What follows belongs to an exercise in optimizing a design on an open flow for small area; a production flow would make more cautious choices. Where RTL was checked, it was by simulation tests only, not by an equivalence proof against the original. Power is estimated from default activity; no workload was simulated. The flow treats the clock pin as an ideal source, which a real chip does not have.

Setup of job 4257:
## bp_scanner
module bp_scanner (
    input  wire        clk,
    input  wire        rst,            
    input  wire        scan_init,      
    input  wire        scan_tick,      
    input  wire [15:0] cols,           
    input  wire        hnd_key_down,   
    input  wire        hnd_key_up,     
    output reg  [3:0]  row_sel,        
    output reg         ev_valid,       
    output wire [3:0]  ev_row,         
    output wire [15:0] ev_down,        
    output reg  [15:0] ev_up           
);
    localparam ROWS = 16;
    localparam COLS = 16;
    localparam W    = 3 * COLS;
    localparam [2:0] S_U0 = 3'd6;
    localparam [2:0] S_U1 = 3'd2;
    localparam [2:0] S_U2 = 3'd0;
    localparam [2:0] S_U3 = 3'd1;
    localparam [2:0] S_D0 = 3'd3;
    localparam [2:0] S_D1 = 3'd5;
    localparam [2:0] S_D2 = 3'd4;
    localparam [2:0] S_DS = 3'd7;
    wire do_init = rst | scan_init;
    wire do_tick = scan_tick & ~do_init;
    reg  [ROWS*W-1:0] ring;
    wire [W-1:0] row_next;
    wire [COLS-1:0] up_vec;
    reg first_pass;
    always @(posedge clk) begin
        if (scan_tick)
            ring <= {row_next, ring[ROWS*W-1:W]};
    end
    genvar g;
    generate
        for (g = 0; g < COLS; g = g + 1) begin : g_col
            wire [2:0] k = ring[g*3 +: 3];
            wire       s = cols[g];
            reg  [2:0] nk;
            reg        up;
            always @(*) begin
                up = 1'b0;
  ...
Size: roughly 790 flip-flops, roughly 25000 µm² of cells after synthesis.
Settings: LEC_CHECK=0, ABC_AREA=1, CAP_MARGIN=20, CORE_MARGIN=2, CORE_UTILIZATION=40, CTS_CLUSTER_DIAMETER=100, CTS_CLUSTER_SIZE=30, PLACE_DENSITY=0.6, SLEW_MARGIN=20; clock period 8.0 ns.
standard.sh (not shown) runs the stock make flow with config.mk's settings and CLKGATE_MAP_FILE= SYNTH_SCRIPT=/design/flow/synth_recipe.tcl, a recipe that flattens the netlist after the stock synthesis.
==> flow/flow/run.sh <==
#!/bin/bash
# Layout flow: the standard ORFS flow, with two changes passed to ORFS's
# own knobs:
#  - clock tree synthesis without dummy loads (they only balance the tree),
#    with larger sink clusters;
#  - port buffers of the smallest buffer cell.
# Each ORFS step writes its full log under orfs/logs/; the output of the
# whole run goes to flow.log here.
set -euo pipefail
cd "$(dirname "$0")/.."
export CTS_ARGS="-sink_clustering_enable -repair_clock_nets -dont_use_dummy_load -sink_clustering_size 32 -sink_clustering_max_diameter 250 -balance_levels"
export BUFFER_PORTS_ARGS="-buffer_cell sky130_fd_sc_hd__buf_1"
bash standard.sh finish > flow.log 2>&1
Changes in job 7101 relative to job 4257:
- a change of CORE_UTILIZATION from 40 to 55
- a change of PLACE_DENSITY from 0.6 to 0.75
diff --git a/flow/flow/run.sh b/flow/flow/run.sh
--- a/flow/flow/run.sh
+++ b/flow/flow/run.sh
@@ -9,5 +9,5 @@
 set -euo pipefail
 cd "$(dirname "$0")/.."
-export CTS_ARGS="-sink_clustering_enable -repair_clock_nets -dont_use_dummy_load -sink_clustering_size 32 -sink_clustering_max_diameter 250 -balance_levels"
+export CTS_ARGS="-sink_clustering_enable -repair_clock_nets -dont_use_dummy_load -sink_clustering_size 33 -sink_clustering_max_diameter 150"
 export BUFFER_PORTS_ARGS="-buffer_cell sky130_fd_sc_hd__buf_1"
 bash standard.sh finish > flow.log 2>&1
==> comparison <==
- [job 7101] filler-free cell count of the finished design fell 200 relative to job 4257
- Job 4257 -> job 7101: layout buffer count excluding clock buffers decreased by a few percent
- Worst setup slack for job 7101: 19 ps down relative to job 4257
- Job 4257 has lower detailed-routed wire length on met3 than job 7101.
- Job 7101 vs job 4257 — total track usage rose 3.2 points.
- Vertical extent of the die shrinks by more than 10% when moving from job 4257 to job 7101.
- row_sel[0]$_SDFFE_PP0P_ as the start point of the critical path was reported by job 7101, and scan_tick by job 4257.
- Comparing job 7101 against job 4257, there is no change at all in antenna violation net count after detailed routing.
> inputs changed (job 7101 -> job 7570)
- swapping 0.75 for 0.6 in PLACE_DENSITY
- swapping 55 for 40 in CORE_UTILIZATION
diff --git a/flow/flow/run.sh b/flow/flow/run.sh
--- a/flow/flow/run.sh
+++ b/flow/flow/run.sh
@@ -9,5 +9,5 @@
 set -euo pipefail
 cd "$(dirname "$0")/.."
-export CTS_ARGS="-sink_clustering_enable -repair_clock_nets -dont_use_dummy_load -sink_clustering_size 33 -sink_clustering_max_diameter 150"
+export CTS_ARGS="-sink_clustering_enable -repair_clock_nets -dont_use_dummy_load -sink_clustering_size 32 -sink_clustering_max_diameter 150"
 export BUFFER_PORTS_ARGS="-buffer_cell sky130_fd_sc_hd__buf_1"
 bash standard.sh finish > flow.log 2>&1
## What came out
Row clock-buffer cell count: job 7570 higher / job 7101 lower
Summary of job 7570 over job 7101: synthesis-to-finish area growth picked up an extra 1.1 points, vertical extent of the die picked up an extra about 17%, worst path arrival time picked up an extra 1800 ps, total leakage power neither gained nor lost much.
Between job 7101 and job 7570, utilization after layout is higher for job 7101, job 7570 comes in under that.
diff inputs: job 7570 => job 7222
- swapping 20 for 5 in CAP_MARGIN
- swapping 20 for 5 in SLEW_MARGIN
diff --git a/flow/flow/run.sh b/flow/flow/run.sh
--- a/flow/flow/run.sh
+++ b/flow/flow/run.sh
@@ -9,5 +9,5 @@
 set -euo pipefail
 cd "$(dirname "$0")/.."
-export CTS_ARGS="-sink_clustering_enable -repair_clock_nets -dont_use_dummy_load -sink_clustering_size 32 -sink_clustering_max_diameter 150"
+export CTS_ARGS="-sink_clustering_enable -repair_clock_nets -dont_use_dummy_load -sink_clustering_size 33 -sink_clustering_max_diameter 150"
 export BUFFER_PORTS_ARGS="-buffer_cell sky130_fd_sc_hd__buf_1"
 bash standard.sh finish > flow.log 2>&1
## What came out
Wire: job 7222 routes less than job 7570. The setup slack of job 7222 is smaller than that of job 7570. From job 7570 to job 7222 the numbers moved as follows: clock power share went down, clock network power consumption went down, share of the clock period used by the worst path after layout did not really move, worst-case vdd ir drop went down.
Here is what was changed in the inputs of job 8515 compared with job 7222.
- swapping 5 for 20 in SLEW_MARGIN
- swapping 5 for 20 in CAP_MARGIN
[summary]
- Diff job 8515..job 7222 | residual antenna-violating net count after detailed routing | unchanged
- Between job 8515 and job 7222, the difference in power share of the clock group is negligible.
- Reported for job 8515 and job 7222, via count turned out identical to the last digit.
- From job 7222 to job 8515, total power did not move at all.
- Job 8515 against job 7222: non-clock buffering overhead in the final layout roughly the same, synthesized instance count shows no meaningful change.

* * *

## alpha
Another version of the RTL of bp_scanner (not shown whole).
Size: ~1200 cells after synthesis, ~790 flip-flops, roughly 25000 µm² of cells after synthesis.
Settings: LEC_CHECK=0, ABC_AREA=1, CAP_MARGIN=20, CORE_MARGIN=2, CORE_UTILIZATION=40, CTS_CLUSTER_DIAMETER=100, CTS_CLUSTER_SIZE=30, PLACE_DENSITY=0.6, SLEW_MARGIN=20; clock period 8.0 ns.
run.sh (not shown) runs the stock make flow with config.mk's settings and CLKGATE_MAP_FILE= SYNTH_SCRIPT=/design/flow/synth_recipe.tcl, a recipe that flattens the netlist after the stock synthesis.
Stock flow here: none of the scripts above is used.
Inputs modified between alpha and beta:
# alpha
export LEC_CHECK = 0
export ABC_AREA = 1
export CAP_MARGIN = 20
export CORE_MARGIN = 2
export CORE_UTILIZATION = 40
export CTS_CLUSTER_DIAMETER = 100
export CTS_CLUSTER_SIZE = 30
export PLACE_DENSITY = 0.6
export SLEW_MARGIN = 20
create_clock -name core_clock -period 8.0 [get_ports {clk}]
# beta
export LEC_CHECK = 0
export ABC_AREA = 1
export CAP_MARGIN = 20
export CORE_MARGIN = 2
export CORE_UTILIZATION = 40
export PLACE_DENSITY = 0.6
export SLEW_MARGIN = 20
create_clock -name core_clock -period 8.0 [get_ports {clk}]
==> notes.md <==
In beta, the area growth from synthesis to layout came out 6.0 points above the value in alpha.
Looking at clock share of power, beta sits 13 points above alpha.
The clock group total power in beta was higher than what alpha gave.
beta closes out successfully: all stages finished, all timing, DRC and antenna checks passed.
Count of clock-buffer cells in the layout in beta is 85% higher than in alpha
Re pin slew with the least headroom to its limit: beta is 0.014 ns up on alpha.
Setup slack: beta more than alpha
The lower final wirelength of beta and alpha is in alpha.
Relative to alpha, the combinational cell fraction of total power of beta is lower by 0.5 points.

* * *

== run 1 ==
The RTL this note starts from:
==> flow/design.v <==
module bp_scanner (
    input  wire        clk,
    input  wire        rst,            
    input  wire        scan_init,      
    input  wire        scan_tick,      
    input  wire [15:0] cols,           
    input  wire        hnd_key_down,   
    input  wire        hnd_key_up,     
    output reg  [3:0]  row_sel,        
    output reg         ev_valid,       
    output wire [3:0]  ev_row,         
    output wire [15:0] ev_down,        
    output reg  [15:0] ev_up           
);
    localparam ROWS = 16;
    localparam COLS = 16;
    localparam W    = 3 * COLS;
    localparam [2:0] S_U0 = 3'd0;
    localparam [2:0] S_U1 = 3'd3;
    localparam [2:0] S_U2 = 3'd1;
    localparam [2:0] S_U3 = 3'd7;
    localparam [2:0] S_D0 = 3'd2;
    localparam [2:0] S_D1 = 3'd4;
    localparam [2:0] S_D2 = 3'd5;
    localparam [2:0] S_DS = 3'd6;
    wire do_init = rst | scan_init;
    wire do_tick = scan_tick & ~do_init;
    reg  [ROWS*W-1:0] ring;
    wire [W-1:0] row_next;
    wire [COLS-1:0] up_vec;
    reg first_pass;
    always @(posedge clk) begin
        if (scan_tick)
            ring <= {row_next, ring[ROWS*W-1:W]};
    end
    genvar g;
    generate
        for (g = 0; g < COLS; g = g + 1) begin : g_col
            wire [2:0] k = ring[g*3 +: 3];
            wire       s = cols[g];
            wire k0 = k[0], k1 = k[1], k2 = k[2];
            wire n2 = ~first_pass & (s ? (k0 & ((k1 & k2) ? hnd_key_down : (~k1 & ~k2)))
                                       : (~k0 & (k1 | k2)));
            wire n1 = s & (first_pass | k2 | ~k1 | ~k0);
            wire n0 = ~first_pass & (s ? (~k2 & (~k1 | k0)) : (k2 & ~k1 & ~k0));
            wire [2:0] nk = {n2, n1, n0};
            wire up = ~first_pass & ~s & k2 & ~k1 & k0;
            assign row_next[g*3 +: 3] = nk;
            assign up_vec[g] = up;
            assign ev_down[g] = (ring[(ROWS-1)*W + g*3 +: 3] == S_DS);
        end
    endgenerate
    assign ev_row = row_sel - 4'd1;
    always @(posedge clk) begin
        ev_up <= up_vec & {COLS{hnd_key_up}};
        if (do_init) begin
            row_sel    <= 4'd0;
            ev_valid   <= 1'b0;
            first_pass <= 1'b1;
        end else if (do_tick) begin
            row_sel    <= row_sel + 4'd1;
            ev_valid   <= 1'b1;
            if (row_sel == ROWS - 1)
                first_pass <= 1'b0;
        end else begin
            ev_valid   <= 1'b0;
        end
    end
endmodule
export LEC_CHECK = 0
export ABC_AREA = 1
export CAP_MARGIN = 20
export CORE_MARGIN = 2
export CORE_UTILIZATION = 40
export CTS_CLUSTER_DIAMETER = 100
export CTS_CLUSTER_SIZE = 30
export PLACE_DENSITY = 0.6
export SLEW_MARGIN = 20
create_clock -name core_clock -period 8.0 [get_ports {clk}]
standard.sh (not shown) runs the stock make flow with config.mk's settings and CLKGATE_MAP_FILE= SYNTH_SCRIPT=/design/flow/synth_recipe.tcl, a recipe that flattens the netlist after the stock synthesis.
==> flow/flow/run.sh <==
#!/bin/bash
# Layout flow: the standard ORFS flow, with two changes passed to ORFS's
# own knobs:
#  - clock tree synthesis without dummy loads (they only balance the tree),
#    with larger sink clusters;
#  - port buffers of the smallest buffer cell.
# Each ORFS step writes its full log under orfs/logs/; the output of the
# whole run goes to flow.log here.
set -euo pipefail
cd "$(dirname "$0")/.."
export CTS_ARGS="-sink_clustering_enable -repair_clock_nets -dont_use_dummy_load -sink_clustering_size 35 -sink_clustering_max_diameter 60"
export BUFFER_PORTS_ARGS="-buffer_cell sky130_fd_sc_hd__buf_1"
bash standard.sh finish > flow.log 2>&1
Input-level comparison between run 2 and run 1:
diff --git a/flow/flow/run.sh b/flow/flow/run.sh
--- a/flow/flow/run.sh
+++ b/flow/flow/run.sh
@@ -10,3 +10,3 @@
 cd "$(dirname "$0")/.."
-export CTS_ARGS="-sink_clustering_enable -repair_clock_nets -dont_use_dummy_load -sink_clustering_size 35 -sink_clustering_max_diameter 60"
+export CTS_ARGS="-sink_clustering_enable -repair_clock_nets -dont_use_dummy_load -sink_clustering_size 34 -sink_clustering_max_diameter 150"
 export BUFFER_PORTS_ARGS="-buffer_cell sky130_fd_sc_hd__buf_1"
Results
In the tables for run 2 and run 1, final instance area reads higher with run 1.
Via count (lower): run 2
Against run 1, wire length in run 2 fell slightly.
Run 2 reached the end of the flow, and the finished layout is clean on the timing, DRC and antenna checks.
No functional check of the RTL was part of any run of this note.

[afterwards: timing with drivers on the ports]
Ports are ideal in the flow. The routed layouts listed here were re-timed in OpenROAD.
Step 1 assumes that a clkbuf_16 drives the clock port and a buf_2 every other input.
Step 2 times the ports against the registers' clock, not the clock port: input delays grow and output delays shrink by t, the midpoint of the rising clock arrivals with the driver on.
a / b / c = ideal ports / drivers / drivers and shift; a / b = the first two.
| run | t (ns) | setup WS [ns] | worst hold slack (ns) |
|---|---|---|---|
| job 4257 | 0.636 | 4.723 / 4.673 / 4.111 | 0.400 / 0.400 / 0.400 |
| job 7101 | 0.633 | 4.704 / 4.654 / 4.343 | 0.403 / 0.403 / 0.403 |
| job 7570 | 0.636 | 4.723 / 4.673 / 4.111 | 0.400 / 0.400 / 0.400 |
| job 7222 | 0.632 | 4.717 / 4.682 / 4.109 | 0.416 / 0.416 / 0.416 |
| job 8515 | 0.632 | 4.717 / 4.682 / 4.109 | 0.416 / 0.416 / 0.416 |
| alpha | 0.663 | 4.348 / 4.290 / 4.136 | 0.410 / 0.410 / 0.410 |
| beta | 0.646 | 4.380 / 4.321 / 4.099 | 0.394 / 0.394 / 0.394 |
| run 1 | 0.627 | 4.432 / 4.375 / 4.315 | 0.362 / 0.362 / 0.362 |
| run 2 | 0.624 | 4.389 / 4.333 / 4.381 | 0.371 / 0.371 / 0.371 |
After both steps every run listed still meets setup and hold.
